Background: an optimization exercise with open tools, aiming at small area, a short achievable clock period and few clock cycles per item. Do not read the settings as production practice.
Where RTL was checked, it was by simulation tests only, not by an equivalence proof against the original.
Function not checked in runs 1 to 5: the RTL went through the layout flow alone.
No activity file was given, so power comes from the tool's default toggle rates.

==> flow/design.v, too long to show whole: its modules and the start of the top module <==
// module rcg_legrom: 2153 lines
// module ranging_code_gen: 159 lines
module ranging_code_gen (
    input  wire        clk,
    input  wire        rst,
    input  wire        cmd_valid,
    output wire        cmd_ready,
    input  wire [1:0]  cmd_mode,    
    input  wire [13:0] cmd_arg,     
    input  wire [13:0] cmd_p,       
    input  wire [13:0] cmd_len,     
    output reg         chip_valid,
    output reg         chip
);
  // ...
==> flow/run.sh <==
#!/bin/bash
# synth_recipe.tcl (not shown) runs the flow's synth.tcl, then flattens the netlist and writes it again
# the make line also repeats each setting of config.mk as NAME=value (left out here)
make -C /OpenROAD-flow-scripts/flow DESIGN_CONFIG=/design/flow/config.mk WORK_HOME=/design/flow/orfs CLKGATE_MAP_FILE= SYNTH_SCRIPT=/design/flow/synth_recipe.tcl finish
==> flow/config.mk <==
export PLATFORM = sky130hd
export DESIGN_NAME = ranging_code_gen
export DESIGN_NICKNAME = ranging_code_gen
export VERILOG_FILES = /design/flow/design.v
export SDC_FILE = /design/flow/constraint.sdc
export NUM_CORES = 4
export LEC_CHECK = 0
export CAP_MARGIN = 20
export CORE_MARGIN = 2
export CORE_UTILIZATION = 60
export SETUP_SLACK_MARGIN = 5
export SLEW_MARGIN = 20
==> flow/constraint.sdc <==
create_clock -name core_clock -period 8.0 [get_ports {clk}]
set_input_delay 1.6000 -clock core_clock [delete_from_list [all_inputs] [get_ports {clk}]]
set_output_delay 1.6000 -clock core_clock [all_outputs]
set_load 0.01 [all_outputs]
==> results.tsv, run 1 <==
metric	value	unit
synth.most_common_cell	nand2_1	
start_util	0.607	
placed_cells	1683	
port_buffers	49	
htree_levels	3	
grt_use_met2	0.862	
synthAdderAreaFrac	0.0605	
cts_root_buffer	clkbuf_16	
synth_seq_cells	72	
ys.flop_type	edfxtp_1	
top_usage_layer	met2	
die_h	138	um
synth-compound-area-share	0.333	
cts_resized	139	
rows	49	
hpwlAfterDp	34300	um
io_pins	50	
yosys.area_share.simple	0.262	
synth_top_family_by_area	compound AO/OA/AOI/OAI gates	
synth_edf_count	59	
tool.error	[ERROR GRT-0232] Routing congestion too high. Check the congestion heatmap in the GUI.	
clock_path_buffers	2	
grt.total_usage	0.649	
grt-ovfl-total	2	
yosys_warnings	1	
die_w	138	um
ys_async_sr_fraction	0	
muxShareOfSynthArea	0.0239	
haltStage	global routing (5_1_grt)	
status	aborted with a tool error	
synth_xor_area_frac	0.0584	
yosysSeqAreaShare	0.188	
==> module ranging_code_gen, before the edit <==
module ranging_code_gen (
    input  wire        clk,
    input  wire        rst,
    input  wire        cmd_valid,
    output wire        cmd_ready,
    input  wire [1:0]  cmd_mode,    
    input  wire [13:0] cmd_arg,     
    input  wire [13:0] cmd_p,       
    input  wire [13:0] cmd_len,     
    output reg         chip_valid,
    output reg         chip
);
    localparam [15:0] N_M = 16'd10243;
    localparam [15:0] N_S = 16'd3607;
    localparam [12:0] H_M = 13'd5121;    
    localparam [12:0] H_S = 13'd1803;
    reg        st_gold;
    reg        st_wset;
    reg        st_wrun;
    reg [1:0]  mode;
    reg [13:0] rem;
    reg [15:0] x;
    reg [15:0] y;
    reg [3:0]  sc;
    reg [11:0] l_idx;
    reg        l_sg;
    reg        l_z;
    reg        l_ph;
    reg        leg_a;
    wire sub = mode[0];
    wire idle   = ~(st_gold | st_wset | st_wrun);
    wire emit   = st_gold | (st_wrun & l_ph);
    wire last   = emit & (rem == 14'd1);
    assign cmd_ready = idle | last;
    wire acc = cmd_valid & cmd_ready;
    wire [12:0] g1 = x[12:0];
    wire [12:0] g2 = y[12:0];
    wire g1_fb = sub ? ^(g1 & 13'b1000000001101) : ^(g1[10:0] & 11'b11111000001);
    wire g2_fb = sub ? ^(g2 & 13'b1101101110001) : ^(g2[10:0] & 11'b10110011111);
    wire g1_rl = sub & (g1 == 13'h07FF);      
    wire gold_chip = sub ? (g1[12] ^ g2[12]) : (g1[10] ^ (^(g2[10:0] & l_idx[10:0])));
    wire [12:0] hh = sub ? H_S : H_M;
    wire [15:0] nn = sub ? N_S : N_M;
    wire [12:0] v  = x[12:0];
    wire        vs = x[15];
    wire        v_z = (v == 13'd0);
    wire        v_h = (v == hh);
    reg  [15:0] red_c;
    always @(*) begin
        case (sc[2:1])
            2'd1:    red_c = sub ? 16'd28856 : 16'd40972;    
            2'd2:    red_c = sub ? 16'd14428 : 16'd20486;    
            2'd3:    red_c = sub ? 16'd7214  : 16'd10243;    
            default: red_c = nn;                             
        endcase
    end
    wire op_init = st_wset & (sc == 4'd0);
    wire op_addy = st_wset & (sc == 4'd1);
    wire op_fold = st_wset & sc[3] & sc[1];                
    wire op_red  = st_wset & ~op_init & ~op_addy & ~op_fold;
    wire w_dec   = vs & ~v_z;
    wire w_hold  = ~vs & v_h;
    reg  [15:0] ad_a;
    reg  [15:0] ad_b;
    reg         ad_c;
    always @(*) begin
        ad_a = x;
        ad_b = 16'd0;
        ad_c = 1'b0;
        if (op_init) begin
            ad_b = nn - 16'd1;
        end else if (op_addy) begin
            ad_b = y;
        end else if (op_fold) begin
            ad_a = ~x;
            ad_b = nn;
            ad_c = 1'b1;
        end else if (op_red) begin
            ad_b = ~red_c;
            ad_c = 1'b1;
        end else begin
            ad_a = {3'b000, v};
            ad_b = w_hold ? 16'd0 : (w_dec ? 16'hFFFF : 16'd1);
        end
    end
    wire [16:0] ad_s = {1'b0, ad_a} + {1'b0, ad_b} + {16'd0, ad_c};
    reg [15:0] y_nx;
    always @(*) begin
        if (op_init | op_addy)
            y_nx = ad_s[15:0];
        else if (op_red)
            y_nx = ad_s[16] ? ad_s[15:0] : x;
        else if (op_fold)
            y_nx = (x[13:0] > {1'b0, hh}) ? {1'b1, 2'b00, ad_s[12:0]} : x;
        else
            y_nx = {(w_dec | w_hold), 2'b00, ad_s[12:0]};
    end
    wire        s8 = (v[7:0] == 8'd0);
    wire [12:0] a1 = s8 ? {8'd0, v[12:8]} : v;
    wire        s4 = (a1[3:0] == 4'd0);
    wire [12:0] a2 = s4 ? {4'd0, a1[12:4]} : a1;
    wire        s2 = (a2[1:0] == 2'd0);
    wire [12:0] a3 = s2 ? {2'd0, a2[12:2]} : a2;
    wire        s1 = ~a3[0];
    wire [12:0] a4 = s1 ? {1'd0, a3[12:1]} : a3;
    wire rom_q;
    rcg_legrom u_rom (.a({sub, l_idx}), .q(rom_q));
    wire leg = ~l_z & (rom_q ^ l_sg);
    always @(posedge clk) begin
        if (rst) begin
            st_gold    <= 1'b0;
            st_wset    <= 1'b0;
            st_wrun    <= 1'b0;
            chip_valid <= 1'b0;
        end else begin
            chip_valid <= emit;
            if (acc) begin
                st_gold <= ~cmd_mode[1] & (cmd_len != 14'd0);
                st_wset <= cmd_mode[1] & (cmd_len != 14'd0);
                st_wrun <= 1'b0;
            end else if (last) begin
                st_gold <= 1'b0;
                st_wrun <= 1'b0;
            end else if (st_wset & (sc == 4'd11)) begin
                st_wset <= 1'b0;
                st_wrun <= 1'b1;
            end
        end
    end
    always @(posedge clk) begin
        chip <= st_gold ? gold_chip : (leg_a ^ leg);
        if (emit)
            rem <= rem - 14'd1;
        sc <= sc + 4'd1;
        if (st_gold) begin
            x <= {3'b000, g1_rl ? 13'h1FFF : {g1[11:0], g1_fb}};
            y <= {3'b000, g2[11:0], g2_fb};
        end else if (st_wset | st_wrun) begin
            x <= y;
            y <= y_nx;
        end
        if (~st_gold) begin
            l_idx <= a4[12:1];
        end
        l_sg  <= vs ^ (~sub & s1);
        l_z   <= v_z;
        l_ph  <= st_wrun & sc[0];
        if (~l_ph)
            leg_a <= leg;
        if (cmd_ready) begin
            mode  <= cmd_mode;
            rem   <= cmd_len;
            x     <= cmd_mode[1] ? {2'b00, cmd_p} : (cmd_mode[0] ? 16'h1FFF : 16'h02AA);
            y     <= (cmd_mode == 2'd0) ? 16'h02AA : {2'b00, cmd_arg};
            l_idx <= {1'b0, cmd_arg[10:0]};
            sc    <= 4'd0;
        end
    end
endmodule
==> inputs of run 2 (changes only) <==
--- a/flow/design.v
+++ b/flow/design.v
@@ -2174,2 +2174,3 @@
     reg [13:0] rem;
+    reg        rem1;        
     reg [15:0] x;
@@ -2185,3 +2186,3 @@
     wire emit   = st_gold | (st_wrun & l_ph);
-    wire last   = emit & (rem == 14'd1);
+    wire last   = emit & rem1;
     assign cmd_ready = idle | last;
@@ -2199,3 +2200,4 @@
     wire        v_z = (v == 13'd0);
-    wire        v_h = (v == hh);
+    reg         fz;
+    reg         fh;
     reg  [15:0] red_c;
@@ -2213,28 +2215,20 @@
     wire op_red  = st_wset & ~op_init & ~op_addy & ~op_fold;
-    wire w_dec   = vs & ~v_z;
-    wire w_hold  = ~vs & v_h;
-    reg  [15:0] ad_a;
+    wire w_hold = ~vs & fh;
+    wire w_dec  = vs & ~fz;
     reg  [15:0] ad_b;
-    reg         ad_c;
     always @(*) begin
-        ad_a = x;
-        ad_b = 16'd0;
-        ad_c = 1'b0;
-        if (op_init) begin
+        if (op_init)
             ad_b = nn - 16'd1;
-        end else if (op_addy) begin
+        else if (op_addy)
             ad_b = y;
-        end else if (op_fold) begin
-            ad_a = ~x;
+        else if (op_fold)
             ad_b = nn;
-            ad_c = 1'b1;
-        end else if (op_red) begin
+        else if (op_red)
             ad_b = ~red_c;
-            ad_c = 1'b1;
-        end else begin
-            ad_a = {3'b000, v};
+        else
             ad_b = w_hold ? 16'd0 : (w_dec ? 16'hFFFF : 16'd1);
-        end
     end
-    wire [16:0] ad_s = {1'b0, ad_a} + {1'b0, ad_b} + {16'd0, ad_c};
+    wire        ad_c = op_fold | op_red;
+    wire [16:0] ad_s = {1'b0, x ^ {16{op_fold}}} + {1'b0, ad_b} + {16'd0, ad_c};
+    wire [15:0] w_nx = {(w_dec | w_hold), 2'b00, ad_s[12:0]};
     reg [15:0] y_nx;
@@ -2248,3 +2242,3 @@
         else
-            y_nx = {(w_dec | w_hold), 2'b00, ad_s[12:0]};
+            y_nx = w_nx;
     end
@@ -2284,4 +2278,6 @@
         chip <= st_gold ? gold_chip : (leg_a ^ leg);
-        if (emit)
-            rem <= rem - 14'd1;
+        if (emit) begin
+            rem  <= rem - 14'd1;
+            rem1 <= (rem == 14'd2);
+        end
         sc <= sc + 4'd1;
@@ -2297,2 +2293,4 @@
         end
+        fz    <= (y[12:0] == 13'd0);
+        fh    <= (y[12:0] == hh);
         l_sg  <= vs ^ (~sub & s1);
@@ -2305,2 +2303,3 @@
             rem   <= cmd_len;
+            rem1  <= (cmd_len == 14'd1);
             x     <= cmd_mode[1] ? {2'b00, cmd_p} : (cmd_mode[0] ? 16'h1FFF : 16'h02AA);
--- a/flow/config.mk
+++ b/flow/config.mk
@@ -7,6 +7,7 @@
 export LEC_CHECK = 0
+export ABC_AREA = 1
 export CAP_MARGIN = 20
 export CORE_MARGIN = 2
-export CORE_UTILIZATION = 60
-export SETUP_SLACK_MARGIN = 5
+export CORE_UTILIZATION = 50
+export SETUP_SLACK_MARGIN = 4
 export SLEW_MARGIN = 20
==> run 2 against run 1 <==
Net effect:
- the run now finishes clean
- area after synthesis fell by 3.6%
- synthesized cell count is 16% higher
==> results.tsv, run 2 <==
metric	value	unit	change
status	finished clean		
critPathKind	reg -> reg		
fin_setup_tns	0	ps	
synth_cell_types	57		
synth_edf_count	60		+1.7%
fin_crit_sh	0.537		
htree_levels	3		unchanged
switchingPower	1.48	mW	
clock.fmax	233	MHz	
cts_buffers	9		
fin_total_pwr	2.75	mW	
path_max_fanout	8		
synth_top_area_share	0.182		
fillers	1987		
pwr-share-seq	0.203		
grt_pass1_wl	75000	um	
fin_crit	4300	ps	
crit_path_start_kind	flop		
end_kind	flop		
firstDrtPassIters	9		
tightest_slew	1100	ps	
drive_gt1_frac	0.100		
crit_arrival	4370	ps	
core	0.0203	mm^2	
die_w	148	um	+7.3%
hpwlAfterDp	37500	um	+9.2%
maxSlewHeadroom	0.268		
ant_nets	0		
insertion_delay	360	ps	
clock_path_buffers	2		unchanged
post_synth.cell_area_avg	6.01	um^2	
power_frac_comb	0.632		
syn2layout_area_growth	17.1	%	
p_per_area	226	mW/mm^2	
syn_inst	1730		
peakVddDrop	0.000173	V	
synth_area_leader_cell	nand2_1		
wl_per_cell	24.7	um	
syn_area	0.0104	mm^2	
maxCapViolCount	0		
yosysSeqAreaShare	0.202		+0.0138
die_h	148	um	+7.3%
grt_use_met2	0.625		
rsz0062_at_grt	true		
fin_area	0.0122	mm^2	
cts-hold-fix-buffers	0		
finalClockSkew	18.8	ps	
holdWs	484	ps	
final_common_cell	nand2_1		
ys.flop_type	edfxtp_1		
clock_power_share	0.165		
drt_first_iter_violations	2338		
synth_seq_cells	75		+4.2%
post_dp_cell_area	0.0111	mm^2	
use_met1	0.613		
insertedDiodeCount	0		
reg_top3	x (16), y (16), rem (14)		
synthTopCellsByArea	nand2_1 (18%), edfxtp_1 (17%), nand3_1 (11%)		
swShare	0.541		
vias	13700		
drc_errors	0		
clkSlewWorstSetupHoldPaths	70	ps	
port_buffers	49		unchanged
synth.most_common_cell	nand2_1		
drt-total-wl	51400	um	
setup_viol	0		
yosys_warnings	1		unchanged
ys_async_sr_fraction	0		unchanged
cts_root_buffer	clkbuf_16		
grt-ovfl-total	0		
cts_tree	yes		
rows	52		+6.1%
place_congestion	1.12		
internal_power	1.26	mW	
top_usage_layer	met2		
die_area	0.0220	mm^2	
drv_slew	0		
grt_max_degree	67		
finalHoldViolCount	0		
synthTopCellsByCount	nand2_1 (503), nand3_1 (225), inv_1 (164)		
start_util	0.512		-0.0946
viasPerCell	6.60		
hold_path.class	reg -> reg		
met3_usage	0.189		
grt_pass1_vias	12500		
antenna_found_initial	0		
p_leak	5.67	nW	
cts_sinks	75		
crit_required	8080	ps	
mostFrequentLayoutCells	nand2_1 (489), nand3_1 (223), inv_1 (155)		
grt.total_usage	0.453		
nets	1908		
io_pins	50		unchanged
[run 2: cell count changes after synthesis, sizes merged, moves of 31 or more]
| cell | delta |
|---|---|
| clkbuf | -37 |
| inv | +130 |
| nand3 | +181 |
| nor2 | +31 |
| nor2b | -32 |
| nor3 | -33 |
| nand2 | +344 |
[run 2: what timing repair did]
action | 4_1_cts | 5_1_grt
buffers inserted | 14 | 29
setup endpoints to repair | 18 | 19
gates resized for setup | 34 | 84
pin swaps | 13 | 33
cloned | 1 | 1
[run 2: metrics by stage]
step                      worst slack, ps  cells  utilization
after floorplan                      4020   1761            -
after global placement               3470   2017        0.549
after global routing                 3590   2078        0.600
after detailed placement             3270   2017        0.549
after CTS                            4000   2048        0.574
final                                3700   2078        0.600
[run 2: final timing paths]
check,cells past startpoint,from,slack [ps],endpoint
min,1,l_ph,480,leg_a
max reg2reg,23,sc[1],3700,y[4]
min reg2reg,1,l_ph,480,leg_a
max,23,sc[1],3700,y[4]
[run 2: critical path, stage by stage (launching register included)]
cell,delay (ps)
dfxtp_4,400
inv_8,50
ha_4,160
o21ai_2,190
nand2_2,130
nor2_4,170
clkinvlp_4,230
buf_6,190
o31ai_2,270
a21oi_1,120
o21a_1,210
ha_1,370
nand2_1,150
nor3_2,70
a21oi_1,190
nand2_2,100
nor2_1,110
inv_1,100
nand2_4,130
clkinvlp_4,200
nand2_2,90
o211ai_1,90
o211ai_1,140
o211ai_1,120
[run 2: layout make-up]
class	instances	area, um^2	area share
Sequential cell	75	2110	0.173
Tap cell	270	338	0.0278
Timing Repair inverter	1	7.51	0.000617
Inverter	175	696	0.0571
Timing Repair Buffer	114	1020	0.0840
Clock inverter	7	88.8	0.00730
Multi-Input combinational cell	1427	7690	0.631
Clock buffer	9	225	0.0185
[run 2: power groups by stage]
stage	registers, mW	logic [mW]	clock network, mW
floorplan	0.526	1.00	0
global placement	0.556	1.51	0
detailed placement	0.557	1.49	0
CTS	0.549	1.52	0.447
global route	0.559	1.81	0.462
finish	0.557	1.74	0.452
[run 2: kinds of logic after synthesis]
logic type               synth area share
buffers and inverters               0.100
multiplexers                      0.00193
other                            0.000361
AND/OR/NAND/NOR                     0.380
flip-flops                          0.202
XOR/XNOR                           0.0522
adder cells (fa/ha/maj)            0.0712
AO/OA/AOI/OAI                       0.192
[run 2: per-layer routing]
layer / wire length (um) / up-vias
li1: - / 5940
met1: 19000 / 6142
met2: 20000 / 1349
met3: 9400 / 287
met4: 3000 / 2
met5: 69 / -
==> inputs of run 3 (changes only) <==
--- a/flow/design.v
+++ b/flow/design.v
@@ -2165,4 +2165,4 @@
 );
-    localparam [15:0] N_M = 16'd10243;
-    localparam [15:0] N_S = 16'd3607;
+    localparam [14:0] N_M = 15'd10243;
+    localparam [14:0] N_S = 15'd3607;
     localparam [12:0] H_M = 13'd5121;    
@@ -2175,4 +2175,4 @@
     reg        rem1;        
-    reg [15:0] x;
-    reg [15:0] y;
+    reg [14:0] x;
+    reg [14:0] y;
     reg [3:0]  sc;
@@ -2196,5 +2196,5 @@
     wire [12:0] hh = sub ? H_S : H_M;
-    wire [15:0] nn = sub ? N_S : N_M;
+    wire [14:0] nn = sub ? N_S : N_M;
     wire [12:0] v  = x[12:0];
-    wire        vs = x[15];
+    wire        vs = x[14];
     wire        v_z = (v == 13'd0);
@@ -2202,9 +2202,9 @@
     reg         fh;
-    reg  [15:0] red_c;
+    reg  [14:0] red_c;
     always @(*) begin
-        case (sc[2:1])
-            2'd1:    red_c = sub ? 16'd28856 : 16'd40972;    
-            2'd2:    red_c = sub ? 16'd14428 : 16'd20486;    
-            2'd3:    red_c = sub ? 16'd7214  : 16'd10243;    
-            default: red_c = nn;                             
+        case (sc)
+            4'd1, 4'd2: red_c = sub ? 15'd14428 : 15'd20486;    
+            4'd3, 4'd4: red_c = sub ? 15'd7214  : 15'd10243;    
+            4'd10:      red_c = 15'h7FFF;                       
+            default:    red_c = nn;
         endcase
@@ -2212,4 +2212,4 @@
     wire op_init = st_wset & (sc == 4'd0);
-    wire op_addy = st_wset & (sc == 4'd1);
-    wire op_fold = st_wset & sc[3] & sc[1];                
+    wire op_addy = st_wset & (sc == 4'd7);
+    wire op_fold = st_wset & sc[3] & ~sc[2] & (sc[1] ~^ sc[0]);    
     wire op_red  = st_wset & ~op_init & ~op_addy & ~op_fold;
@@ -2217,6 +2217,6 @@
     wire w_dec  = vs & ~fz;
-    reg  [15:0] ad_b;
+    reg  [14:0] ad_b;
     always @(*) begin
         if (op_init)
-            ad_b = nn - 16'd1;
+            ad_b = nn - 15'd1;
         else if (op_addy)
@@ -2228,15 +2228,15 @@
         else
-            ad_b = w_hold ? 16'd0 : (w_dec ? 16'hFFFF : 16'd1);
+            ad_b = w_hold ? 15'd0 : (w_dec ? 15'h7FFF : 15'd1);
     end
     wire        ad_c = op_fold | op_red;
-    wire [16:0] ad_s = {1'b0, x ^ {16{op_fold}}} + {1'b0, ad_b} + {16'd0, ad_c};
-    wire [15:0] w_nx = {(w_dec | w_hold), 2'b00, ad_s[12:0]};
-    reg [15:0] y_nx;
+    wire [15:0] ad_s = {1'b0, x ^ {15{op_fold}}} + {1'b0, ad_b} + {15'd0, ad_c};
+    wire [14:0] w_nx = {(w_dec | w_hold), 1'b0, ad_s[12:0]};
+    reg [14:0] y_nx;
     always @(*) begin
         if (op_init | op_addy)
-            y_nx = ad_s[15:0];
+            y_nx = ad_s[14:0];
         else if (op_red)
-            y_nx = ad_s[16] ? ad_s[15:0] : x;
+            y_nx = ad_s[15] ? ad_s[14:0] : x;
         else if (op_fold)
-            y_nx = (x[13:0] > {1'b0, hh}) ? {1'b1, 2'b00, ad_s[12:0]} : x;
+            y_nx = (x[13:0] > {1'b0, hh}) ? {1'b1, 1'b0, ad_s[12:0]} : x;
         else
@@ -2284,4 +2284,4 @@
         if (st_gold) begin
-            x <= {3'b000, g1_rl ? 13'h1FFF : {g1[11:0], g1_fb}};
-            y <= {3'b000, g2[11:0], g2_fb};
+            x <= {2'b00, g1_rl ? 13'h1FFF : {g1[11:0], g1_fb}};
+            y <= {2'b00, g2[11:0], g2_fb};
         end else if (st_wset | st_wrun) begin
@@ -2304,4 +2304,4 @@
             rem1  <= (cmd_len == 14'd1);
-            x     <= cmd_mode[1] ? {2'b00, cmd_p} : (cmd_mode[0] ? 16'h1FFF : 16'h02AA);
-            y     <= (cmd_mode == 2'd0) ? 16'h02AA : {2'b00, cmd_arg};
+            x     <= cmd_mode[1] ? {1'b0, cmd_p} : (cmd_mode[0] ? 15'h1FFF : 15'h02AA);
+            y     <= (cmd_mode == 2'd0) ? 15'h02AA : {1'b0, cmd_arg};
             l_idx <= {1'b0, cmd_arg[10:0]};
--- a/flow/config.mk
+++ b/flow/config.mk
@@ -9,4 +9,7 @@
 export CAP_MARGIN = 20
+export CELL_PAD_IN_SITES_DETAIL_PLACEMENT = 1
+export CELL_PAD_IN_SITES_GLOBAL_PLACEMENT = 1
 export CORE_MARGIN = 2
-export CORE_UTILIZATION = 50
+export CORE_UTILIZATION = 35
+export PLACE_DENSITY = 0.45
 export SETUP_SLACK_MARGIN = 4
==> run 3 against run 2 <==
Net effect:
- worst hold slack lost 21 ps
- final cell count grew 4.9%
- wire length is 13% higher
- sequential share of layout area is 0.20 points lower
- via count is 1.7% lower
- combinational power hardly changed
- register-to-register slack gained 380 ps
- die area increased by 40%
- critical endpoint is now chip
- largest cell class unchanged
==> results.tsv, run 3 <==
metric	value	unit	change
p_leak	5.51	nW	-2.8%
port_buffers	49		unchanged
end_kind	flop		
fin_util	0.416		-0.184
drt_first_iter_violations	1911		-18%
wl_per_cell	26.7	um	+7.9%
cts_buffers	9		unchanged
synth_top_area_share	0.188		+0.00632
worst_slack	4080	ps	+377 ps
fin_setup_tns	0	ps	unchanged
yosysSeqAreaShare	0.198		-0.00406
rsz0062_at_grt	true		
tightest_slew	1120	ps	+19.6 ps
grt_max_degree	53		-21%
finalHoldViolCount	0		unchanged
ys_async_sr_fraction	0		unchanged
syn_inst	1737		+0.40%
synth_seq_cells	73		-2.7%
die_h	176	um	+18%
core	0.0289	mm^2	+42%
crit_required	8210	ps	+130 ps
mostFrequentLayoutCells	nand2_1 (504), nand3_1 (221), nor2_1 (151)		
place_ws	3040	ps	-224 ps
fin_crit_sh	0.490		-0.0471
rows	62		+19%
yosys_warnings	1		unchanged
grt-ovfl-total	0		unchanged
ant_nets	0		unchanged
crit_arrival	4130	ps	-240 ps
drc_errors	0		unchanged
grt_pass1_wl	84900	um	+13%
grt.total_usage	0.370		-0.0828
firstDrtPassIters	5		-4
syn2layout_area_growth	16.4	%	
synth_cell_types	60		+5.3%
status	finished clean		
cts_tree	yes		
synthTopCellsByArea	nand2_1 (19%), edfxtp_1 (17%), nand3_1 (11%)		
syn_area	0.0103	mm^2	-0.87%
clkSlewWorstSetupHoldPaths	70	ps	about the same
reg_top3	x (15), y (15), rem (14)		
finalClockSkew	12.5	ps	-6.26 ps
critPathKind	reg -> reg		
grt_pass1_vias	13100		+4.9%
drv_slew	0		unchanged
peakVddDrop	0.0000979	V	-43%
die_area	0.0308	mm^2	+40%
cts_sinks	73		-2.7%
insertedDiodeCount	0		unchanged
synth.most_common_cell	nand2_1		
final_common_cell	nand2_1		
synth_edf_count	58		-3.3%
setup_viol	0		unchanged
vias	13500		-1.7%
drt-total-wl	58200	um	+13%
maxCapViolCount	0		unchanged
clock_path_buffers	2		unchanged
hpwlAfterDp	43100	um	+15%
ys.flop_type	edfxtp_1		
path_max_fanout	37		+29
die_w	176	um	+18%
htree_levels	3		unchanged
place_congestion	1.05		-5.7%
viasPerCell	6.19		-6.3%
post_synth.cell_area_avg	5.93	um^2	-1.3%
fin_crit	3920	ps	-377 ps
p_per_area	220	mW/mm^2	-2.4%
drive_gt1_frac	0.0846		-0.0155
start_util	0.357		-0.155
synth_area_leader_cell	nand2_1		
synthTopCellsByCount	nand2_1 (516), nand3_1 (223), nor2_1 (162)		
insertion_delay	350	ps	about the same
cts_root_buffer	clkbuf_16		
clock.fmax	255	MHz	+9.6%
nets	1894		-0.73%
antenna_found_initial	0		unchanged
hold_path.class	reg -> reg		
maxSlewHeadroom	0.253		-0.0150
crit_path_start_kind	flop		
io_pins	50		unchanged
## run 3: area by class of cell
type / count / area (um^2)
clock buffer: 10 / 229
clock inverter: 5 / 23.8
fill: 3925 / 16900
inverter: 163 / 643
multi-input combinational: 1444 / 7630
sequential: 73 / 2060
tap: 384 / 480
timing repair buffer: 100 / 930
timing repair inverter: 1 / 5.00
## run 3: final timing paths
kind | cells past startpoint | end | from | slack, ps
setup / recovery | 22 | chip | l_idx[3] | 4080
hold / removal | 1 | sc[0] | sc[0] | 460
setup reg to reg | 22 | chip | l_idx[3] | 4080
hold reg to reg | 1 | sc[0] | sc[0] | 460
## run 3: report_power, final
group          internal (mW)  switching [mW]
clock network          0.205           0.167
registers              0.472          0.0740
logic                  0.504            1.22
## run 3: metrics by stage
| stage | instances | hold WS, ps | cell area [um^2] | total power [mW] |
|---|---|---|---|---|
| after CTS | 2159 | 474 | 11600 | 2.50 |
| final | 2180 | 463 | 12000 | 2.64 |
| after global routing | 2180 | 484 | 12000 | 2.77 |
| after global placement | 2132 | 477 | 11200 | 2.09 |
| after detailed placement | 2132 | 477 | 11200 | 2.09 |
| after floorplan | 1766 | 421 | 10400 | 1.51 |
## run 3: worst max-delay path, cell delays in order, from the launching register on
cell	delay (ps)
edfxtp_1	620
inv_2	100
buf_4	450
ha_2	560
nand2_1	260
nand2_1	350
nand2_1	90
nand3_1	80
nand2_1	60
nand2_1	60
nand3_1	70
nand3_1	130
nand2_1	150
nand2_1	100
nand3_1	70
nand2_1	70
nand3_1	90
nand2_1	70
nand2_1	60
nand3_1	100
nand2_1	60
nand3_1	70
nand2_1	90
## run 3: layer usage
| metal | track usage | vias to the layer above | wire (um) |
|---|---|---|---|
| met1 | 0.528 | 6501 | 25800 |
| met5 | 0 | - | 0 |
| li1 | - | 5922 | - |
| met4 | 0.159 | 0 | 2820 |
| met2 | 0.513 | 879 | 22800 |
| met3 | 0.106 | 190 | 6770 |
## run 3: kinds of logic (layout without fill, tap and decap cells)
| logic type | count (synthesis) | count (layout) | share of synthesized area |
|---|---|---|---|
| fa+ha+maj | 55 | 55 | 0.0682 |
| compound gates | 333 | 333 | 0.189 |
| flops | 73 | 73 | 0.198 |
| simple gates | 961 | 961 | 0.392 |
| mux | 3 | 3 | 0.00291 |
| xor+xnor | 62 | 62 | 0.0527 |
| other cells | 1 | 30 | 0.000364 |
| buf+inv | 249 | 279 | 0.0976 |
## run 3: repair_timing
action	in CTS	in global routing
gates resized for setup	41	70
setup buffers	12	19
pin swaps	3	19
setup endpoints to repair	18	21
hold endpoints to repair	0	0
cloned	0	2
hold buffers	0	0
==> inputs of run 4 (changes only) <==
--- a/flow/design.v
+++ b/flow/design.v
@@ -2172,3 +2172,3 @@
     reg        st_wrun;
-    reg [1:0]  mode;
+    reg        sub;         
     reg [13:0] rem;
@@ -2183,3 +2183,2 @@
     reg        leg_a;
-    wire sub = mode[0];
     wire idle   = ~(st_gold | st_wset | st_wrun);
@@ -2231,14 +2230,45 @@
     wire        ad_c = op_fold | op_red;
-    wire [15:0] ad_s = {1'b0, x ^ {15{op_fold}}} + {1'b0, ad_b} + {15'd0, ad_c};
-    wire [14:0] w_nx = {(w_dec | w_hold), 1'b0, ad_s[12:0]};
-    reg [14:0] y_nx;
+    wire [14:0] ad_a = x ^ {15{op_fold}};
+    reg  [15:0] pg;
+    reg  [15:0] pp;
+    reg  [15:0] ad_s;
+    integer     i;
+    integer     d;
     always @(*) begin
-        if (op_init | op_addy)
-            y_nx = ad_s[14:0];
-        else if (op_red)
-            y_nx = ad_s[15] ? ad_s[14:0] : x;
-        else if (op_fold)
-            y_nx = (x[13:0] > {1'b0, hh}) ? {1'b1, 1'b0, ad_s[12:0]} : x;
-        else
-            y_nx = w_nx;
+        pg = {ad_a & ad_b, ad_c};
+        pp = {ad_a ^ ad_b, 1'b0};
+        for (d = 0; d < 4; d = d + 1)
+            for (i = 0; i < 16; i = i + 1)
+                if (((i + 1) % (2 << d)) == 0) begin
+                    pg[i] = pg[i] | (pp[i] & pg[i - (1 << d)]);
+                    pp[i] = pp[i] & pp[i - (1 << d)];
+                end
+        for (d = 2; d >= 0; d = d - 1)
+            for (i = 0; i < 16; i = i + 1)
+                if (((i + 1) % (2 << d)) == (1 << d) && i >= (2 << d)) begin
+                    pg[i] = pg[i] | (pp[i] & pg[i - (1 << d)]);
+                    pp[i] = pp[i] & pp[i - (1 << d)];
+                end
+        ad_s = {pg[15], (ad_a ^ ad_b) ^ pg[14:0]};
+    end
+    reg         x_gt_h;
+    integer     j;
+    always @(*) begin
+        x_gt_h = 1'b0;
+        for (j = 0; j < 13; j = j + 1)
+            x_gt_h = hh[j] ? (x[j] & x_gt_h) : (x[j] | x_gt_h);
+        x_gt_h = x[13] | x_gt_h;
+    end
+    wire        keep_x = (op_red & ~ad_s[15]) | (op_fold & ~x_gt_h);
+    wire        y_top  = st_wset ? (op_fold | ad_s[14]) : (w_dec | w_hold);
+    wire [14:0] y_nx   = keep_x ? x : {y_top, ad_s[13:0]};
+    reg  [13:0] rem_dec;
+    reg         rem_b;
+    integer     n;
+    always @(*) begin
+        rem_b = 1'b1;
+        for (n = 0; n < 14; n = n + 1) begin
+            rem_dec[n] = rem[n] ^ rem_b;
+            rem_b      = rem_b & ~rem[n];
+        end
     end
@@ -2279,3 +2309,3 @@
         if (emit) begin
-            rem  <= rem - 14'd1;
+            rem  <= rem_dec;
             rem1 <= (rem == 14'd2);
@@ -2284,5 +2314,5 @@
         if (st_gold) begin
-            x <= {2'b00, g1_rl ? 13'h1FFF : {g1[11:0], g1_fb}};
-            y <= {2'b00, g2[11:0], g2_fb};
-        end else if (st_wset | st_wrun) begin
+            x <= {y[14:13], g1_rl ? 13'h1FFF : {g1[11:0], g1_fb}};
+            y <= {y_nx[14:13], g2[11:0], g2_fb};
+        end else begin
             x <= y;
@@ -2298,6 +2328,5 @@
         l_ph  <= st_wrun & sc[0];
-        if (~l_ph)
-            leg_a <= leg;
+        leg_a <= leg;           
         if (cmd_ready) begin
-            mode  <= cmd_mode;
+            sub   <= cmd_mode[0];
             rem   <= cmd_len;
==> run 4 against run 3 <==
Net effect:
- synthesized cell count is 3.6% lower
- fmax down 9.1%
- core utilization increased by 0.49 points
- wire length decreased by 2.0%
- flip-flop and latch count did not move
- sequential power grew 4.4%
- sequential share of layout area is 2.2 points lower
- largest power group unchanged
==> results.tsv, run 4 <==
metric	value	unit	change
end_kind	flop		
synth_xor_area_frac	0.0433		-0.00938
rsz0062_at_grt	true		
die_h	172	um	-1.9%
path_max_fanout	7		-81%
power_frac_comb	0.699		+0.047
yosys_warnings	1		unchanged
rows	61		-1.6%
critPathMaxStageDelay	380	ps	-240 ps
use_met1	0.534		+0.00568
start_util	0.356		-0.00142
syn_inst	1675		-3.6%
synthTopCellsByCount	nand2_1 (460), nand3_1 (249), inv_1 (143)		
synth_seq_cells	73		unchanged
cts_sinks	73		unchanged
synth_top_family_by_area	simple AND/OR/NAND/NOR gates		
worst-path-buf-inv	5		+3
top_usage_layer	met2		
fin_util	0.421		+0.00490
drive_gt1_frac	0.123		+0.0386
pwr-share-seq	0.177		-0.030
final_common_cell	nand2_1		
wl_per_cell	27.2	um	+1.8%
viasPerCell	6.14		-0.78%
drc_errors	0		unchanged
maxSlewHeadroom	0.407		+0.153
cts_root_buffer	clkbuf_16		
insertion_delay	370	ps	+20 ps
r2r_setup_slack	3690	ps	-390 ps
finalClockSkew	18.1	ps	+5.61 ps
finalHoldViolCount	0		unchanged
clock_power_share	0.124		-0.017
setup_viol	0		unchanged
synthAdderAreaFrac	0.0869		+0.0186
synthTopCellsByArea	nand2_1 (17%), nand3_1 (13%), dfxtp_1 (9.3%)		
synth_edf_count	27		-53%
ys.flop_type	dfxtp_1		
insertedDiodeCount	0		unchanged
critPathKind	reg -> reg		
peakVddDrop	0.000102	V	+3.8%
fin_crit_sh	0.539		+0.0491
synth_area_leader_cell	nand2_1		
syn_area	0.00991	mm^2	-3.8%
yosysSeqAreaShare	0.175		-0.0234
tightest_slew	890	ps	-226 ps
hold_path.class	reg -> reg		
firstDrtPassIters	6		+1
crit_family	compound AO/OA/AOI/OAI gates		
swShare	0.586		+0.0337
ant_nets	0		unchanged
met3_usage	0.118		+0.0116
grt-ovfl-total	0		unchanged
synth.most_common_cell	nand2_1		
grt_use_met2	0.539		+0.0262
nets	1826		-3.6%
core	0.0279	mm^2	-3.5%
post_synth.cell_area_avg	5.92	um^2	-0.29%
die_area	0.0297	mm^2	-3.8%
fin_crit	4310	ps	+393 ps
drt_first_iter_violations	1570		-18%
yosys.area_share.simple	0.400		+0.00885
clkSlewWorstSetupHoldPaths	70	ps	about the same
ys_async_sr_fraction	0		unchanged
antenna_found_initial	2		+2
crit_arrival	4600	ps	+470 ps
drv_slew	0		unchanged
mostFrequentLayoutCells	nand2_1 (437), nand3_1 (246), inv_1 (131)		
synth-compound-area-share	0.184		-0.00420
clock.fmax	232	MHz	-9.1%
htree_levels	3		unchanged
status	finished clean		
reg_top3	x (15), y (15), rem (14)		
p_leak	5.46	nW	-0.77%
grt.total_usage	0.380		+0.00987
maxCapViolCount	0		unchanged
grt_max_degree	61		+15%
clock_path_buffers	2		unchanged
syn2layout_area_growth	18.2	%	
crit_path_start_kind	flop		
cts_buffers	9		unchanged
internal_power	1.33	mW	+13%
synth_cell_types	57		-5.0%
die_w	172	um	-1.9%
switchingPower	1.89	mW	+29%
place_congestion	1.06		+0.23%
cts_tree	yes		
muxShareOfSynthArea	0.00303		+0.000117
p_per_area	275	mW/mm^2	+25%
crit_required	8290	ps	+80 ps
grt_pass1_vias	12200		-7.0%
port_buffers	49		unchanged
ff_latch_area	0.00175	mm^2	-15%
vias	12900		-4.5%
multi_input_area	0.00747	mm^2	-2.0%
hpwlAfterDp	41600	um	-3.5%
fillers	3722		-5.2%
critical-path-slowest-cell	dfxtp_4		
fin_setup_tns	0	ps	unchanged
io_pins	50		unchanged
grt_pass1_wl	81100	um	-4.4%
synth_top_area_share	0.174		-0.0137
drt-total-wl	57000	um	-2.0%
==> run 4: cell count changes after synthesis, moves of 10 or more <==
cell      delta
dfxtp_1     +31
edfxtp_1    -31
nand2_1     -56
nand3_1     +26
nor2_1      -27
o211ai_1    -10
o22ai_1     +11
==> run 4: worst reg2reg max path: cells and delay by family, from the launching register on <==
kind | cells | cell delay, ps
compound gates | 9 | 1370
fa+ha+maj | 3 | 880
buf+inv | 5 | 390
flops | 1 | 380
simple gates | 12 | 1230
==> run 4: final timing paths <==
kind / to / startpoint / depth (start not counted)
setup / recovery: y[14] / sc[0] / 29
hold / removal: x[14] / y[14] / 2
setup reg to reg: y[14] / sc[0] / 29
hold reg to reg: x[14] / y[14] / 2
==> run 4: metal layers <==
layer | vias to the layer above | part of all wire
met4 | 2 | 0.038
li1 | 5693 | -
met2 | 829 | 0.41
met5 | - | 0.00021
met1 | 6185 | 0.44
met3 | 174 | 0.12
==> run 4: logic make-up after synthesis <==
family | after synthesis
compound gates | 319
buf+inv | 252
mux | 3
simple gates | 915
xor+xnor | 49
flops | 73
fa+ha+maj | 64
==> run 4: final cells by class <==
| class | instances | area share |
|---|---|---|
| Tap cell | 378 | 0.0404 |
| Clock inverter | 6 | 0.00352 |
| Inverter | 161 | 0.0553 |
| Clock buffer | 10 | 0.0195 |
| Sequential cell | 73 | 0.149 |
| Timing Repair Buffer | 118 | 0.0943 |
| Multi-Input combinational cell | 1352 | 0.638 |
==> run 4: repair_timing <==
action | CTS | global route
hold buffers | 0 | 0
gates resized for setup | 53 | 72
cloned | 2 | 2
setup buffers | 26 | 24
pin swaps | 22 | 35
endpoints found under the hold margin | 0 | 0
setup endpoints to repair | 18 | 18
==> run 4: metrics by stage <==
stage | instance area (um^2) | worst slack (ps) | power (mW) | hold slack (ps) | std cells
2_1_floorplan | 9920 | 4010 | 1.83 | 408 | 1675
3_3_place_gp | 10600 | 3220 | 2.57 | 457 | 2028
3_5_place_dp | 10600 | 3050 | 2.58 | 460 | 2028
4_1_cts | 11300 | 3970 | 3.02 | 458 | 2072
5_1_grt | 11700 | 3490 | 3.36 | 458 | 2098
6_report | 11700 | 3690 | 3.22 | 453 | 2098
==> run 4: power by group through the flow <==
stage	combinational (mW)	clock, mW	sequential [mW]
final	2.25	0.399	0.570
after detailed placement	2.01	0	0.569
after global routing	2.37	0.418	0.574
after global placement	2.00	0	0.570
after CTS	2.05	0.403	0.562
after floorplan	1.32	0	0.513
==> inputs of run 5 (changes only) <==
--- a/flow/design.v
+++ b/flow/design.v
@@ -2178,2 +2178,8 @@
     reg [3:0]  sc;
+    reg        d_init;
+    reg        d_addy;
+    reg        d_fold;
+    reg        d_c1;
+    reg        d_c2;
+    reg        d_pass;
     reg [11:0] l_idx;
@@ -2203,13 +2209,15 @@
     always @(*) begin
-        case (sc)
-            4'd1, 4'd2: red_c = sub ? 15'd14428 : 15'd20486;    
-            4'd3, 4'd4: red_c = sub ? 15'd7214  : 15'd10243;    
-            4'd10:      red_c = 15'h7FFF;                       
-            default:    red_c = nn;
-        endcase
-    end
-    wire op_init = st_wset & (sc == 4'd0);
-    wire op_addy = st_wset & (sc == 4'd7);
-    wire op_fold = st_wset & sc[3] & ~sc[2] & (sc[1] ~^ sc[0]);    
-    wire op_red  = st_wset & ~op_init & ~op_addy & ~op_fold;
+        if (d_c1)
+            red_c = sub ? 15'd14428 : 15'd20486;    
+        else if (d_c2)
+            red_c = sub ? 15'd7214  : 15'd10243;    
+        else if (d_pass)
+            red_c = 15'h7FFF;                       
+        else
+            red_c = nn;
+    end
+    wire op_init = st_wset & d_init;
+    wire op_addy = st_wset & d_addy;
+    wire op_fold = st_wset & d_fold;
+    wire op_red  = st_wset & ~d_init & ~d_addy & ~d_fold;
     wire w_hold = ~vs & fh;
@@ -2264,2 +2272,3 @@
     wire [14:0] y_nx   = keep_x ? x : {y_top, ad_s[13:0]};
+    wire [3:0] sc_nx = cmd_ready ? 4'd0 : sc + 4'd1;
     reg  [13:0] rem_dec;
@@ -2312,3 +2321,9 @@
         end
-        sc <= sc + 4'd1;
+        sc     <= sc_nx;
+        d_init <= (sc_nx == 4'd0);
+        d_addy <= (sc_nx == 4'd7);
+        d_fold <= (sc_nx == 4'd8) | (sc_nx == 4'd11);
+        d_c1   <= (sc_nx == 4'd1) | (sc_nx == 4'd2);
+        d_c2   <= (sc_nx == 4'd3) | (sc_nx == 4'd4);
+        d_pass <= (sc_nx == 4'd10);
         if (st_gold) begin
@@ -2336,3 +2351,2 @@
             l_idx <= {1'b0, cmd_arg[10:0]};
-            sc    <= 4'd0;
         end
==> run 5 against run 4 <==
Net effect:
- first-iteration DRC count shrank 2.1%
- via count decreased by 4.1%
- combinational power down 4%
- power is 0.62% lower
- sequential power up 4.0%
- design area down 6.7%
- setup slack gained 290 ps
- worst hold slack gained 24 ps
- sequential share of layout area up 2.0 points
- critical endpoint is now chip
- largest cell class unchanged
- highest routed layer unchanged
==> results.tsv, run 5 <==
metric	value	unit	change
status	finished clean		
grt_pass1_wl	83800	um	+3.3%
crit_path_start_kind	flop		
cts_buffers	9		unchanged
drive_gt1_frac	0.0588		-0.0645
hold_end	l_ph		
clock_power_share	0.139		+0.015
cts_root_buffer	clkbuf_16		
reg_top3	x (15), y (15), rem (14)		
drv_slew	0		unchanged
ys_async_sr_fraction	0		unchanged
fin_setup_tns	0	ps	unchanged
wl_per_cell	28.5	um	+4.7%
post_synth.cell_area_avg	6.01	um^2	+1.5%
cts_sinks	79		+8.2%
antenna_found_initial	2		unchanged
critPathKind	reg -> reg		
clkSlewWorstSetupHoldPaths	70	ps	about the same
multi_input_area	0.00698	mm^2	-6.7%
grt-ovfl-total	0		unchanged
io_pins	50		unchanged
final_common_cell	nand2_1		
start_util	0.353		-0.00317
grt.total_usage	0.398		+0.0183
crit_required	8250	ps	-40 ps
ys.flop_type	dfxtp_1		
critical-path-slowest-cell	edfxtp_1		
cts-hold-fix-buffers	0		unchanged
power_frac_comb	0.676		-0.023
maxCapViolCount	0		unchanged
end_kind	flop		
die_w	171	um	-0.84%
hold_path.class	reg -> reg		
hpwlAfterDp	42600	um	+2.3%
setup_viol	0		unchanged
rsz0062_at_grt	true		
peakVddDrop	0.000121	V	+19%
cp_cell_sequence	inv_1 > buf_4 > nor2_1 > nand2_1 > nand2_1 > nor2_1 > nor2_1 > nand2_1 > nand2_1 > nand3_1 > nand3_1 > nand3_1 > nand3_1 > nand2_1 > nor2_1 > nand2_1 > nand2_1 > nand2_1 > nand3_1 > nand2_1 > nand3_1 > nand2_1		
viasPerCell	6.14		about the same
synth_top_area_share	0.181		+0.00649
swShare	0.585		-0.00171
cts_tree	yes		
grt_pass1_vias	12500		+2.5%
clock.fmax	248	MHz	+7.1%
r2r_cells	22		-24%
syn2layout_area_growth	12.3	%	
insertion_delay	360	ps	about the same
r2r-end	chip		
rows	61		unchanged
yosysSeqAreaShare	0.190		+0.0154
switchingPower	1.87	mW	-0.91%
p_per_area	292	mW/mm^2	+6.5%
worst-path-buf-inv	2		-3
syn_area	0.00974	mm^2	-1.7%
synth_cell_types	53		-7.0%
hold_path_depth	2		unchanged
nets	1742		-4.6%
crit_cells	22		-24%
worstHoldStart	st_wrun		
maxSlewHeadroom	0.372		-0.0347
core	0.0276	mm^2	-0.82%
die_h	171	um	-0.84%
crit_arrival	4270	ps	-330 ps
synthTopCellsByCount	nand2_1 (469), nand3_1 (225), inv_1 (152)		
synth.most_common_cell	nand2_1		
vias	12400		-4.1%
fillers	3679		-1.2%
fin_total_pwr	3.20	mW	-0.62%
synth_seq_cells	79		+8.2%
cp_common_cell	nand2_1		
crit_family	simple AND/OR/NAND/NOR gates		
yosys_warnings	1		unchanged
pwr-share-seq	0.185		+0.008
fin_crit_sh	0.503		-0.0358
synth_edf_count	27		unchanged
drt_first_iter_violations	1537		-2.1%
mostFrequentLayoutCells	nand2_1 (464), nand3_1 (225), inv_1 (147)		
drt-total-wl	57300	um	+0.49%
r2r_start	l_idx[3]		
place_congestion	1.02		-3.4%
internal_power	1.33	mW	-0.21%
synth_area_leader_cell	nand2_1		
ff_latch_area	0.00186	mm^2	+6.2%
grt_max_degree	51		-16%
firstDrtPassIters	7		+1
fin_crit	4030	ps	-287 ps
drc_errors	0		unchanged
path_max_fanout	34		+27
die_area	0.0292	mm^2	-1.7%
clock_path_buffers	2		unchanged
r2r_setup_slack	3970	ps	+290 ps
critPathMaxStageDelay	820	ps	+440 ps
htree_levels	3		unchanged
syn_inst	1622		-3.2%
port_buffers	49		unchanged
finalHoldViolCount	0		unchanged
synthTopCellsByArea	nand2_1 (18%), nand3_1 (12%), dfxtp_1 (11%)		
p_leak	5.06	nW	-7.5%
tightest_slew	942	ps	+52.0 ps
ant_nets	0		unchanged
finalClockSkew	9.35	ps	-8.80 ps
==> run 5: changes by cell type after synthesis, sizes merged, moves of 5 or more <==
| cell | previous run | this run |
|---|---|---|
| o21ai | 128 | 96 |
| o211ai | 20 | 39 |
| a22o | 9 | 2 |
| a311oi | 0 | 5 |
| buf | 58 | 51 |
| dfxtp | 46 | 52 |
| nand3 | 250 | 225 |
| a211oi | 2 | 12 |
| a21oi | 121 | 107 |
| nor3 | 15 | 21 |
| nor2 | 146 | 131 |
| nand2 | 464 | 470 |
==> run 5: worst max-delay path by stage <==
| stage | endpoint | slack (ps) | start |
|---|---|---|---|
| after floorplan | y[14] | 4390 | st_wset |
| after global placement | y[9] | 3310 | sub |
| after detailed placement | y[1] | 3140 | sub |
| after CTS | y[14] | 4030 | x[14] |
| after global routing | chip | 3880 | l_idx[3] |
| final | chip | 3970 | l_idx[3] |
==> run 5: per-layer routing <==
layer	track usage	vias up	share of wire
li1	-	5467	-
met1	0.439	5916	0.36
met2	0.652	705	0.46
met3	0.0962	271	0.083
met4	0.324	2	0.096
met5	0	-	0.00019
==> run 5: cell families (layout without fill, tap and decap cells) <==
family,count (synthesis),after routing,synth area share
AO/OA/AOI/OAI,300,300,0.183
XOR/XNOR,50,50,0.0450
adder cells (fa/ha/maj),66,66,0.0909
buffers and inverters,243,255,0.104
flip-flops,79,79,0.190
multiplexers,4,4,0.00411
other,0,1,0
AND/OR/NAND/NOR,880,880,0.383
==> run 5: per-stage QoR <==
stage / instances / hold slack (ps) / instance area (um^2) / worst slack (ps) / util
after floorplan: 1622 / 417 / 9740 / 4390 / -
after global placement: 1987 / 454 / 10400 / 3310 / 0.378
after detailed placement: 1987 / 473 / 10400 / 3140 / 0.378
after CTS: 2011 / 482 / 10900 / 4030 / 0.394
after global routing: 2012 / 508 / 10900 / 3880 / 0.396
final: 2013 / 477 / 10900 / 3970 / 0.396
==> run 5: area by class of cell <==
type                    instances  share of cell area
multi-input cells            1300               0.638
flip-flops and latches         79               0.170
repair buffers                 77              0.0644
inverters                     162              0.0567
well taps                     378              0.0432
clock buffers                   9              0.0206
clock inverters                 7             0.00732
diodes                          1            0.000229
==> run 5: worst reg2reg max path, cell delays in order, from the launching register on <==
cell and delay [ps]:
edfxtp_1 820, inv_1 90, buf_4 310, nor2_1 520, nand2_1 230, nand2_1 140, nor2_1 50, nor2_1 460
nand2_1 200, nand2_1 100, nand3_1 70, nand3_1 130, nand3_1 110, nand3_1 100, nand2_1 50, nor2_1 80
nand2_1 70, nand2_1 60, nand2_1 70, nand3_1 90, nand2_1 50, nand3_1 70, nand2_1 50
==> run 5: power groups by stage <==
stage                     clock network [mW]  logic, mW  registers [mW]
after detailed placement                   0       2.00           0.606
after global routing                   0.464       2.29           0.598
after global placement                     0       2.02           0.606
after floorplan                            0       1.27           0.551
final                                  0.444       2.16           0.593
after CTS                              0.448       2.04           0.587
==> run 5: what timing repair did <==
item,CTS,global route
pin swaps,2,5
endpoints found under the setup margin,17,20
resized for setup,19,20
setup buffers,8,1
==> inputs of run 6 (changes only) <==
--- a/flow/design.v
+++ b/flow/design.v
@@ -2186,7 +2186,7 @@
     reg        l_sg;
-    reg        l_z;
-    reg        l_ph;
+    reg        leg_q;       
+    reg        leg_ph;
     reg        leg_a;
     wire idle   = ~(st_gold | st_wset | st_wrun);
-    wire emit   = st_gold | (st_wrun & l_ph);
+    wire emit   = st_gold | (st_wrun & leg_ph);
     wire last   = emit & rem1;
@@ -2204,3 +2204,2 @@
     wire        vs = x[14];
-    wire        v_z = (v == 13'd0);
     reg         fz;
@@ -2283,4 +2282,5 @@
     end
-    wire        s8 = (v[7:0] == 8'd0);
-    wire [12:0] a1 = s8 ? {8'd0, v[12:8]} : v;
+    wire [12:0] yv = y[12:0];
+    wire        s8 = (yv[7:0] == 8'd0);
+    wire [12:0] a1 = s8 ? {8'd0, yv[12:8]} : yv;
     wire        s4 = (a1[3:0] == 4'd0);
@@ -2293,3 +2293,3 @@
     rcg_legrom u_rom (.a({sub, l_idx}), .q(rom_q));
-    wire leg = ~l_z & (rom_q ^ l_sg);
+    wire leg = ~fz & (rom_q ^ l_sg);
     always @(posedge clk) begin
@@ -2316,3 +2316,3 @@
     always @(posedge clk) begin
-        chip <= st_gold ? gold_chip : (leg_a ^ leg);
+        chip <= st_gold ? gold_chip : (leg_a ^ leg_q);
         if (emit) begin
@@ -2340,6 +2340,6 @@
         fh    <= (y[12:0] == hh);
-        l_sg  <= vs ^ (~sub & s1);
-        l_z   <= v_z;
-        l_ph  <= st_wrun & sc[0];
-        leg_a <= leg;           
+        l_sg  <= y[14] ^ (~sub & s1);
+        leg_q  <= leg;
+        leg_ph <= st_wrun & sc[0];
+        leg_a  <= leg_q;        
         if (cmd_ready) begin
==> run 6 against run 5 <==
Net effect:
- still clean
- clock power is 5.2% lower
- global-route usage shrank 0.24 points
- via count increased by 0.33%
- sequential power up 3.9%
- flip-flop and latch count unchanged
- fmax increased by 1.4%
- synthesized cell count is 0.86% lower
- first-iteration DRC count decreased by 7.0%
- area after synthesis decreased by 0.95%
- combinational power is 16% higher
- clock skew rose by 0.67 ps
- wire length up 0.19%
==> results.tsv, run 6 <==
metric	value	unit	change
grt_pass1_vias	12300		-2.2%
mostFrequentLayoutCells	nand2_1 (440), nand3_1 (235), nor2_1 (134)		
start_util	0.357		+0.00444
hold_path.class	reg -> reg		
drive_gt1_frac	0.0758		+0.0170
firstDrtPassIters	5		-2
stdcell_count	1965		-2.4%
syn_area	0.00965	mm^2	-0.95%
wl_per_cell	29.2	um	+2.6%
finalClockSkew	10.0	ps	+0.672 ps
fillers	3665		-0.38%
r2r_setup_slack	4030	ps	+60 ps
synth_cell_types	61		+15%
synth_top_area_share	0.175		-0.00566
status	finished clean		
port_buffers	49		unchanged
synth_area_leader_cell	nand2_1		
end_kind	flop		
cts_sinks	79		unchanged
synth_edf_count	27		unchanged
cts_buffers	9		unchanged
grt_pass1_wl	82600	um	-1.4%
io_pins	50		unchanged
nets	1725		-0.98%
clkSlewWorstSetupHoldPaths	60	ps	about the same
yosys_warnings	1		unchanged
core	0.0270	mm^2	-2.2%
critical-path-slowest-cell	nor3_2		
post_synth.cell_area_avg	6.00	um^2	about the same
hpwlAfterDp	41800	um	-1.7%
setup_viol	0		unchanged
rows	60		-1.6%
crit_required	8240	ps	about the same
grt-ovfl-total	0		unchanged
insertion_delay	350	ps	about the same
cts_root_buffer	clkbuf_16		
drc_errors	0		unchanged
die_w	170	um	-0.47%
peakVddDrop	0.000116	V	-3.6%
synth_seq_cells	79		unchanged
p_leak	5.09	nW	+0.61%
syn_inst	1608		-0.86%
crit_arrival	4210	ps	-60 ps
drt_first_iter_violations	1429		-7.0%
clock.fmax	252	MHz	+1.4%
reg_top3	x (15), y (15), rem (14)		
htree_levels	3		unchanged
fin_area	0.0109	mm^2	-0.15%
worst-path-buf-inv	3		+1
p_per_area	324	mW/mm^2	+11%
clock_path_buffers	2		unchanged
cts_tree	yes		
critPathKind	reg -> reg		
post_dp_cell_area	0.0103	mm^2	-1.2%
maxSlewHeadroom	0.283		-0.0886
fin_crit_sh	0.496		-0.00696
vias	12400		+0.33%
finalHoldViolCount	0		unchanged
fin_setup_tns	0	ps	unchanged
synthTopCellsByArea	nand2_1 (18%), nand3_1 (12%), dfxtp_1 (11%)		
synth.most_common_cell	nand2_1		
ys.flop_type	dfxtp_1		
synthTopCellsByCount	nand2_1 (450), nand3_1 (238), inv_1 (138)		
fin_crit	3970	ps	-55.7 ps
viasPerCell	6.31		+2.8%
drv_slew	0		unchanged
final_common_cell	nand2_1		
syn2layout_area_growth	13.2	%	
drt-total-wl	57400	um	+0.19%
cts-hold-fix-buffers	0		unchanged
rsz0062_at_grt	false		
grt.total_usage	0.396		-0.00242
cp_cell_sequence	buf_4 > clkinvlp_4 > ha_1 > inv_1 > nand2_1 > nor3_1 > nor3_2 > o21ai_0 > nand3_1 > nand3_1 > nand3_1 > nand3_1 > nand2_1 > nand2_1 > a21oi_1 > nor2_1		
maxCapViolCount	0		unchanged
die_area	0.0289	mm^2	-0.93%
grt_max_degree	76		+49%
tightest_slew	1060	ps	+119 ps
yosysSeqAreaShare	0.192		+0.00182
placed_cells	1930		-2.9%
place_congestion	1.03		+1.2%
crit_family	simple AND/OR/NAND/NOR gates		
crit_path_start_kind	flop		
cp_common_cell	nand3_1		
ant_nets	0		unchanged
antenna_found_initial	2		unchanged
die_h	170	um	-0.47%
critPathMaxStageDelay	680	ps	-140 ps
path_max_fanout	19		-44%
ys_async_sr_fraction	0		unchanged
## run 6: cell count changes after synthesis, moves of 6 or more
cell      before  now
o211ai_1      39   18
nand2_1      469  450
clkbuf_1      30   44
inv_1        152  138
nand3_1      225  238
a221oi_1       1   12
a211oi_1      12    2
nor2_1       125  135
a21oi_1      103   95
o21ai_0       84   91
a31oi_1        6   12
ha_1          58   52
nor4_1         8    2
## run 6: cells by family after synthesis
kind of cell    after synthesis  synth area share
flops                        79             0.192
compound gates              302             0.190
buf+inv                     236            0.0991
xor+xnor                     50            0.0454
fa+ha+maj                    60            0.0840
mux                           4           0.00415
simple gates                877             0.385
## run 6: metrics by stage
stage               utilization  hold slack (ps)  setup slack, ps  power (mW)
floorplan                     -              350             4470        2.01
global placement          0.382              355             3580        2.91
detailed placement        0.382              361             3410        2.90
CTS                       0.395              369             4000        3.35
global route              0.404              384             3940        3.69
finish                    0.404              369             4030        3.53
## run 6: final cells by class
type	instances	area (um^2)	share of cell area
diodes	1	2.50	0.000229
clock buffers	9	225	0.0206
clock inverters	7	72.6	0.00664
inverters	149	591	0.0541
multi-input cells	1294	6980	0.639
flip-flops and latches	79	1860	0.170
well taps	341	427	0.0391
repair buffers	85	764	0.0700
## run 6: power breakdown
part | switching, mW | leakage [nW] | total [mW] | internal (mW)
Combinational | 1.82 | 4.23 | 2.50 | 0.679
Clock | 0.179 | 0.143 | 0.421 | 0.242
Sequential | 0.113 | 0.716 | 0.616 | 0.503
## run 6: layer usage
metal  track usage  vias up  wire [um]
met4         0.337        2       6090
met1         0.445     5891      20800
met3        0.0942      290       5090
met5             0        -         12
li1              -     5454          -
met2         0.631      765      25400
## run 6: final timing paths
path             from    end  depth (start not counted)
min             leg_q  leg_a                          0
max reg2reg  l_idx[2]  leg_q                         16
min reg2reg     leg_q  leg_a                          0
max          l_idx[2]  leg_q                         16
## run 6: repair_timing
| action | in CTS | in global routing |
|---|---|---|
| setup buffers | 3 | 14 |
| resized for setup | 11 | 38 |
| cloned | 0 | 1 |
| endpoints found under the hold margin | 0 | 0 |
| pin swaps | 1 | 15 |
| setup endpoints to repair | 16 | 16 |
## run 6: worst register-to-register path: cells and delay by family (launching register included)
kind	cells	cell delay, ps
simple gates	10	1850
buf+inv	3	850
fa+ha+maj	1	490
compound gates	2	350
flops	1	320
Testbench counts of run 6, summed over its fixed seeds: cycles 16,758, chips 14,062.

afterwards: timing with drivers on the ports:
Ports are ideal in the flow. The routed layouts listed here were re-timed in OpenROAD.
Step 1 (the two cells are an assumption about what drives the block):
set clk [get_ports {clk}]
set_driving_cell -lib_cell sky130_fd_sc_hd__clkbuf_16 $clk
set_driving_cell -lib_cell sky130_fd_sc_hd__buf_2 [delete_from_list [all_inputs] $clk]
Step 2 also shifts input and output timing later by t, the mid clock arrival at the registers, as if the neighbouring blocks saw the same clock.
Three values: ideal, step 1, step 2; two values: the first two.
| run | t (ns) | setup WS [ns] | worst setup path after step 2 | worst register clock-pin slew, ns |
|---|---|---|---|---|
| run 2 | 0.405 | 3.702 / 3.702 / 3.702 | register to register | 0.08 / 0.08 |
| run 3 | 0.398 | 4.079 / 4.046 / 3.984 | input to register | 0.07 / 0.07 |
| run 4 | 0.409 | 3.686 / 3.686 / 3.686 | register to register | 0.07 / 0.07 |
| run 5 | 0.393 | 3.973 / 3.973 / 3.916 | input to register | 0.07 / 0.07 |
| run 6 | 0.388 | 4.029 / 4.029 / 4.029 | register to register | 0.07 / 0.07 |
After both steps every run listed still meets setup and hold. For run 3, which loses most, drivers alone change the setup slack by -0.033 ns; drivers and shift together by -0.095 ns.
